What follows belongs to an exercise in optimizing a design on an open flow for small area, a short achievable clock period and few clock cycles per item; a production flow would make more cautious choices.
RTL that was checked went through simulation tests only; none was proved equivalent to the original.

tundra:
==> flow/design.v <==
module cffu_chk (
    input  wire        clk,
    input  wire        rst,           
    input  wire        cmd_valid,
    output wire        cmd_ready,
    input  wire        cmd_crc32,     
    input  wire [19:0] cmd_len,       
    input  wire [31:0] cmd_expect,    
    input  wire        in_valid,
    output wire        in_ready,
    input  wire [31:0] in_data,
    output reg         done,
    output wire [31:0] result,
    output reg         match
);
    localparam [31:0] CRC_POLY = 32'hEDB88320;
    reg         cr_q;         
    reg         rdy_q;        
    reg         st_ini;       
    reg         st_run;       
    reg         st_f1;        
    reg         st_f2;        
    reg         st_n;         
    reg         st_inv;       
    reg         st_fin;       
    reg  [4:0]  icnt;         
    reg         empty;        
    reg         alg_crc;
    reg  [1:0]  zpad;         
    reg  [31:0] expect_q;
    reg  [17:0] wcnt;         
    reg         wpart;        
    reg         last1;        
    reg  [31:0] in_q;
    reg         in_v, in_l;
    reg  [9:0]  sw_s;
    reg  [15:0] sw_w;
    reg         sw_v, sw_l;
    reg  [15:0] lo, hi;       
    reg         a16;          
    reg  [1:0]  bh;           
    assign cmd_ready = cr_q;
    assign in_ready  = rdy_q;
    assign result    = {hi, lo};
    wire accept = cmd_valid & cr_q;
    wire take   = in_valid & rdy_q;
    wire [17:0] len_w  = cmd_len[19:2];
    wire        len_p  = |cmd_len[1:0];
    wire        wc0    = (wcnt == 18'd0);
    wire        wc1    = (wcnt == 18'd1);
    wire        wc2    = (wcnt == 18'd2);
    reg [31:0] tmask;
    always @(*) begin
        case (zpad)
            2'd1:    tmask = 32'h00FFFFFF;
            2'd2:    tmask = 32'h0000FFFF;
            2'd3:    tmask = 32'h000000FF;
            default: tmask = 32'hFFFFFFFF;
        endcase
    end
    wire [31:0] in_m = in_data & (last1 ? tmask : 32'hFFFFFFFF);
    wire [7:0] d0 = in_q[7:0], d1 = in_q[15:8], d2 = in_q[23:16], d3 = in_q[31:24];
    wire [9:0]  s_sum = {2'd0, d0} + {2'd0, d1} + {2'd0, d2} + {2'd0, d3};
    wire [11:0] v_sum = {2'd0, d0, 2'd0} + {3'd0, d1, 1'b0} + {4'd0, d1} + {3'd0, d2, 1'b0} + {4'd0, d3};
    wire ge_a = (&lo[15:4]) & (|lo[3:0]);
    wire ge_b = (&hi[15:4]) & (|hi[3:0]);
    wire fa   = a16   | (st_f2 & ge_a);
    wire fb0  = bh[0] | (st_f2 & ge_b);
    wire fb1  = bh[1];
    wire [16:0] a_fold = {13'd0, fa, fa, fa, fa};
    wire [17:0] b_fold = {12'd0, fb1, fb0, 4'd0} - {16'd0, fb1, fb0};         
    wire [2:0]  a_top  = {a16, lo[15:14]};
    wire [17:0] a4_lo  = sw_v ? {2'd0, lo[13:0], 2'd0} : st_n ? {2'd0, ~lo} : 18'd0;
    wire [17:0] a4_hi  = sw_v ? {11'd0, a_top, 4'd0} - {15'd0, a_top} : 18'd0;  
    wire [16:0] a_nx   = {1'b0, lo} + a_fold + {7'd0, sw_s};
    wire [17:0] b_nx   = {2'd0, hi} + b_fold + a4_lo + a4_hi + {2'd0, sw_w};
    function [31:0] crc32_word(input [31:0] r_in, input [31:0] d);
        integer i;
        reg [31:0] r;
        begin
            r = r_in ^ d;
            for (i = 0; i < 32; i = i + 1)
                r = r[0] ? ((r >> 1) ^ CRC_POLY) : (r >> 1);
            crc32_word = r;
        end
    endfunction
    function [31:0] crc32_unbit(input [31:0] r);
        reg [31:0] t;
        begin
            t = r[31] ? (r ^ CRC_POLY) : r;
            crc32_unbit = {t[30:0], r[31]};
        end
    endfunction
    wire [31:0] crc_c  = {hi, lo};
    wire [31:0] crc_nx = ~crc32_word(~crc_c, in_q);
    wire [31:0] crc_iv = ~crc32_unbit(~crc_c);
    wire crc_last   = st_run & alg_crc & in_v & in_l;
    wire adl_last   = st_run & !alg_crc & sw_v & sw_l;
    wire inv_last   = st_inv & (icnt == 5'd0);
    wire icnt0      = (icnt == 5'd0);
    wire n_next     = (st_f2 & !icnt0) | (st_n & (icnt != 5'd1));
    wire to_fin     = (crc_last & (zpad == 2'd0)) | (st_ini & empty & alg_crc) | (st_f2 & icnt0) | inv_last;
    always @(posedge clk) begin
        if (cr_q) begin
            alg_crc  <= cmd_crc32;
            zpad     <= -cmd_len[1:0];
            expect_q <= cmd_expect;
            empty    <= (cmd_len == 20'd0);
        end
        if (cr_q) begin
            wcnt  <= len_w;
            wpart <= len_p;
            last1 <= (len_w == 18'd1 && !len_p) || (len_w == 18'd0 && len_p);
        end else if (take) begin
            if (!wc0) wcnt <= wcnt - 18'd1;
            else      wpart <= 1'b0;
            last1 <= (wc2 && !wpart) || (wc1 && wpart);
        end
        in_q <= in_m;
        sw_s <= in_v ? s_sum : 10'd0;
        sw_w <= in_v ? {4'd0, v_sum} : n_next ? 16'd65507 : 16'd0;
        if (st_ini) begin
            lo  <= alg_crc ? 16'd0 : 16'd1;
            hi  <= 16'd0;
            a16 <= 1'b0;
            bh  <= 2'd0;
        end else if (alg_crc) begin
            if (st_run & in_v)
                {hi, lo} <= crc_nx;
            else if (st_inv)
                {hi, lo} <= crc_iv;
        end else if ((st_run & sw_v) | st_f1 | st_f2 | st_n) begin
            {a16, lo} <= a_nx;
            {bh, hi}  <= b_nx;
            if (st_f2) begin
                a16 <= 1'b0;
                bh  <= 2'd0;
            end
        end
        if (st_ini)
            icnt <= alg_crc ? {zpad, 3'b000} - 5'd1 : {3'd0, zpad};
        else if (st_inv | st_n)
            icnt <= icnt - 5'd1;
        if (rst) begin
            cr_q   <= 1'b1;
            rdy_q  <= 1'b0;
            st_ini <= 1'b0;
            st_run <= 1'b0;
            st_f1  <= 1'b0;
            st_f2  <= 1'b0;
            st_inv <= 1'b0;
            st_n   <= 1'b0;
            st_fin <= 1'b0;
            done   <= 1'b0;
            match  <= 1'b0;
            in_v   <= 1'b0;
            in_l   <= 1'b0;
            sw_v   <= 1'b0;
            sw_l   <= 1'b0;
        end else begin
            in_v <= take;
            in_l <= take & last1;
            sw_v <= in_v;
            sw_l <= in_l;
            done  <= st_fin;
            match <= ({hi, lo} == expect_q);
            st_ini <= accept;
            st_run <= (st_ini & !empty) | (st_run & !crc_last & !adl_last);
            st_f1  <= adl_last | (st_ini & empty & !alg_crc) | (st_n & (icnt == 5'd1));
            st_n   <= n_next;
            st_f2  <= st_f1;
            st_inv <= (crc_last & (zpad != 2'd0)) | (st_inv & !inv_last);
            st_fin <= to_fin;
            cr_q   <= to_fin | (cr_q & !accept);
            if (accept)
                rdy_q <= (cmd_len != 20'd0);
            else if (take & last1)
                rdy_q <= 1'b0;
        end
    end
endmodule
Settings: LEC_CHECK=0, CAP_MARGIN=20, CORE_MARGIN=2, CORE_UTILIZATION=40, SETUP_SLACK_MARGIN=5, SLEW_MARGIN=20; clock period 8.0 ns.
run.sh (not shown) runs the stock make flow with config.mk's settings and CLKGATE_MAP_FILE= SYNTH_SCRIPT=/design/flow/synth_recipe.tcl, a recipe that flattens the netlist after the stock synthesis.
In summary, tundra completed successfully, with a layout that passed the timing, DRC and antenna checks.
Testbench counts of tundra, summed over its fixed seeds: cycles 47,024, bytes 184,073.
### tundra -> xenon
-- flow/config.mk --
<<< tundra, line 11
export SETUP_SLACK_MARGIN = 5
>>> xenon, line 11
Results
- Arrival time at the worst endpoint, tundra and xenon: larger value in xenon
- Compared with tundra, in xenon critical path depth up about 8%, setup slack down 1200 ps, buffer and inverter count on the worst path up 1, final wirelength down 10%.
- Comparing tundra and xenon, area after detailed placement is higher on tundra.
- Relative area of clock buffers and inverters in the final design was lower in the run labelled tundra.
- Area taken by multi-input logic gates in xenon vs tundra: down 12%
- For the utilization, xenon came in 8.8 points lower than tundra did.
- Looking at the reports, xenon completed the entire flow and the layout it produced met the timing, DRC and antenna checks.
Input-level comparison between quartz and xenon:
-- flow/config.mk --
<<< xenon, line 8
>>> quartz, line 8
export ABC_CLOCK_PERIOD_IN_PS = 2500
<<< xenon, line 11
>>> quartz, line 12
export SETUP_SLACK_MARGIN = 5
--- outcome ---
Fmax delta (quartz − xenon): favourable. quartz gives more global-route wire length before repair than xenon did. Routed wire length for quartz: about 11% up relative to xenon. Summary of quartz over xenon: synthesis-to-finish area growth increased by 22 points relative to the old numbers, wire length on met1 increased by 8.2% relative to the old numbers. On deepest level of the CTS H-tree, quartz and xenon are neck and neck. The worst setup slack number comes out lower for xenon vs quartz.


main:
cffu_chk, a different RTL version from the one above (not shown whole).
Size in the first run: ~2300 cells after synthesis, about 130 I/O pins, about 15000 um2 of cells after synthesis.
## cffu_chk
module cffu_chk (
    input  wire        clk,
    input  wire        rst,           
    input  wire        cmd_valid,
    output wire        cmd_ready,
    input  wire        cmd_crc32,     
    input  wire [19:0] cmd_len,       
    input  wire [31:0] cmd_expect,    
    input  wire        in_valid,
    output wire        in_ready,
    input  wire [31:0] in_data,
    output reg         done,
    output wire [31:0] result,
    output reg         match
);
export LEC_CHECK = 0
export CAP_MARGIN = 20
export CORE_MARGIN = 2
export CORE_UTILIZATION = 40
export SETUP_SLACK_MARGIN = 4
export SLEW_MARGIN = 20
create_clock -name core_clock -period 8.0 [get_ports {clk}]
standard.sh (not shown) runs the stock make flow with config.mk's settings and CLKGATE_MAP_FILE= SYNTH_SCRIPT=/design/flow/synth_recipe.tcl, a recipe that flattens the netlist after the stock synthesis.
==> flow/flow/run.sh <==
#!/bin/bash
# Standard synthesis, then the combinational logic between the standard
# synthesis's registers is re-mapped by ABC for delay (registers, their names
# and cell types are kept as they are), then the standard layout.
set -euo pipefail
W=$(pwd)
R=$W/orfs/results/$FLOW_PLATFORM/cffu_chk/base
LIB=$FLOW_HOME/platforms/$FLOW_PLATFORM/lib/sky130_fd_sc_hd__tt_025C_1v80.lib

bash standard.sh synth > $W/flow_synth.log 2>&1

cp $R/1_2_yosys.v $W/standard_synth.v
DUARGS=""
for c in $(cat $W/flow/dontuse.txt); do DUARGS="$DUARGS -dont_use $c"; done
sed -e "s#@LIB@#$LIB#g" -e "s#@IN@#$W/standard_synth.v#" -e "s#@OUT@#$W/remapped.v#" \
    -e "s#@SCRIPT@#$W/flow/remap.abc#" -e "s#@DU@#$DUARGS#" $W/flow/remap.ys > $W/remap_run.ys
yosys -l $W/flow_remap.log -q $W/remap_run.ys > /dev/null 2>&1
cp $W/remapped.v $R/1_2_yosys.v
rm -f $R/1_synth.odb $R/1_synth.sdc

bash standard.sh > $W/flow_layout.log 2>&1
Other scripts of this flow, unchanged in this note and not shown: flow/flow/dontuse.txt, flow/flow/remap.abc, flow/flow/remap.ys
[inputs] the feature branch vs main
# main
export LEC_CHECK = 0
export CAP_MARGIN = 20
export CORE_MARGIN = 2
export CORE_UTILIZATION = 40
export SETUP_SLACK_MARGIN = 4
export SLEW_MARGIN = 20
create_clock -name core_clock -period 8.0 [get_ports {clk}]
# the feature branch
export LEC_CHECK = 0
export CAP_MARGIN = 20
export CORE_MARGIN = 2
export CORE_UTILIZATION = 40
export SETUP_SLACK_MARGIN = 3
export SLEW_MARGIN = 20
create_clock -name core_clock -period 8.0 [get_ports {clk}]
Notes after the runs:
main has higher global-route usage than the feature branch.
Worst-margin pin slew: the feature branch vs main up 5.0 ps
Any difference in wire length per cell between main and the feature branch is small enough to ignore.
Between main and the feature branch, the worst hold slack across all endpoints figures differ only marginally.
Largest incremental delay on the critical path: higher on main
Function was not checked in any run of this note: the RTL went through the layout flow alone.


cffu_chk, a different RTL version from the one above (not shown whole).
Size in the first run: roughly 130 I/O pins, about 0.014 mm2 of cells after synthesis.
==> flow/design.v (excerpt) <==
module cffu_chk (
    input  wire        clk,
    input  wire        rst,           
    input  wire        cmd_valid,
    output wire        cmd_ready,
    input  wire        cmd_crc32,     
    input  wire [19:0] cmd_len,       
    input  wire [31:0] cmd_expect,    
    input  wire        in_valid,
    output wire        in_ready,
    input  wire [31:0] in_data,
    output reg         done,
    output wire [31:0] result,
    output reg         match
);
==> flow/config.mk <==
export PLATFORM = sky130hd
export DESIGN_NAME = cffu_chk
export DESIGN_NICKNAME = cffu_chk
export VERILOG_FILES = /design/flow/design.v
export SDC_FILE = /design/flow/constraint.sdc
export NUM_CORES = 4
export LEC_CHECK = 0
export CAP_MARGIN = 20
export CORE_MARGIN = 2
export CORE_UTILIZATION = 48
export SETUP_SLACK_MARGIN = 5
export SLEW_MARGIN = 20
export TNS_END_PERCENT = 0
==> flow/constraint.sdc <==
create_clock -name core_clock -period 8.0 [get_ports {clk}]
set_input_delay 1.6000 -clock core_clock [delete_from_list [all_inputs] [get_ports {clk}]]
set_output_delay 1.6000 -clock core_clock [all_outputs]
set_load 0.01 [all_outputs]
==> flow/flow/run.sh <==
#!/bin/bash
# Standard synthesis, then the combinational logic between the standard
# synthesis's registers is re-mapped by ABC for delay (registers, their names
# and cell types are kept as they are), then the standard layout with
# port buffers of our choosing.
set -euo pipefail
W=$(pwd)
R=$W/orfs/results/$FLOW_PLATFORM/cffu_chk/base
LIB=$FLOW_HOME/platforms/$FLOW_PLATFORM/lib/sky130_fd_sc_hd__tt_025C_1v80.lib

bash standard.sh synth > $W/flow_synth.log 2>&1

cp $R/1_2_yosys.v $W/standard_synth.v
DUARGS=""
for c in $(cat $W/flow/dontuse.txt); do DUARGS="$DUARGS -dont_use $c"; done
sed -e "s#@LIB@#$LIB#g" -e "s#@IN@#$W/standard_synth.v#" -e "s#@OUT@#$W/remapped.v#" \
    -e "s#@SCRIPT@#$W/flow/remap.abc#" -e "s#@DU@#$DUARGS#" $W/flow/remap.ys > $W/remap_run.ys
yosys -l $W/flow_remap.log -q $W/remap_run.ys > /dev/null 2>&1
cp $W/remapped.v $R/1_2_yosys.v
rm -f $R/1_synth.odb $R/1_synth.sdc

# repair settings, if any
if [[ -f $W/flow/env.sh ]]; then source $W/flow/env.sh; fi
# port buffers: see flow/ports.tcl
export DONT_BUFFER_PORTS=1
export PRE_GLOBAL_PLACE_TCL=$W/flow/ports.tcl
bash standard.sh > $W/flow_layout.log 2>&1
==> flow/flow/env.sh <==
export SETUP_MOVE_SEQUENCE=unbuffer,sizeup,swap,clone
Other scripts of this flow, unchanged in this note and not shown: flow/flow/dontuse.txt, flow/flow/ports.tcl, flow/flow/remap.abc, flow/flow/remap.ys
Testbench counts at the start, summed over its fixed seeds: cycles 47,128, bytes 184,073.
Change:
CORE_UTILIZATION = 45   (was 48)
Result: Fmax decreases by about 3%. Via count increases by about 1%. Worst hold slack stays flat. Die area increases by about 6.5%. Worst setup slack is worse by 0.10 ns. Critical path depth stays the same. Synthesized cell count does not change. Global-route usage decreases by 1.8 points.
Change:
CORE_UTILIZATION = 50   (was 45)
GPL_TIMING_DRIVEN = 0   (was unset)
TNS_END_PERCENT = 5   (was 0)
Effect: The changed run passed the timing, DRC and antenna checks; die area came out lower by roughly a tenth; count of clock-buffer cells in the layout fell by 5; final area increases by a few percent.
Change:
==> flow/flow/env.sh (replaced) <==
export SETUP_MOVE_SEQUENCE=unbuffer,sizeup,swap,buffer,clone
GPL_TIMING_DRIVEN = unset   (was 0)
What happened:
- first-iteration DRC count goes down by roughly a tenth
- critical path depth drops by 4
- via count went down slightly
- core utilization came out lower by 0.68 points
- global-route usage increases by 1.8 points
- wire length goes up by a few percent
Change:
==> flow/flow/env.sh (replaced) <==
export SETUP_MOVE_SEQUENCE=unbuffer,sizeup,swap,clone
CORE_UTILIZATION = 52   (was 50)
TNS_END_PERCENT = 0   (was 5)
After rerunning:
- cell count decreases by a few percent
- worst hold slack stays flat
- critical path depth increases by 4
- count of clock-buffer cells in the layout is unchanged
- setup slack loses 0.037 ns
Change:
CORE_UTILIZATION = 50   (was 52)
TNS_END_PERCENT = 5   (was 0)
What happened:
- The new run finished with timing, DRC and antenna clean
- count of clock-buffer cells in the layout is unchanged
- register-to-register slack improves by 0.07 ns
- synthesized cell count stays the same
- maximum frequency is higher by 2.3%
- routed wire length is higher by 1.1%
- global-route usage went down by 0.48 points
- setup slack gains 0.071 ns

separate check: timing with driven ports:
The flow's constraints put no driver on any port. The routed layouts listed below were extracted and timed again, unchanged, in two steps.
Step 1, drivers: a clkbuf_16 drives clk and a buf_2 each remaining input, both assumed.
Step 2 adds t to the input delays and takes it off the output delays; t is the mean of the earliest and latest rising clock arrival at the registers after step 1. Input paths then give back, and output paths get back, about the clock's delay inside the block.
Three values: no drivers, after step 1, after step 2; two values: the first two.
run	t (ns)	setup WS [ns]	latest minus earliest clock arrival (ns)	cell pins on the clock port's net
tundra	0.480	2.797 / 2.797 / 2.797	0.023 / 0.023	1
xenon	0.498	1.597 / 1.597 / 1.597	0.015 / 0.016	1
quartz	0.480	2.797 / 2.797 / 2.797	0.023 / 0.023	1
main	0.507	4.121 / 4.121 / 4.121	0.016 / 0.016	1
the feature branch	0.507	3.314 / 3.314 / 3.314	0.014 / 0.014	1
the first run of note 3	0.498	4.849 / 4.849 / 4.849	0.015 / 0.014	1
the second run of note 3	0.504	4.747 / 4.747 / 4.747	0.021 / 0.021	1
the third run of note 3	0.506	4.796 / 4.777 / 4.796	0.015 / 0.015	1
the fourth run of note 3	0.495	4.836 / 4.836 / 4.836	0.021 / 0.021	1
the fifth run of note 3	0.506	4.799 / 4.799 / 4.799	0.019 / 0.019	1
the sixth run of note 3	0.496	4.870 / 4.870 / 4.870	0.027 / 0.027	1
After both steps setup and hold are still met in every run listed.
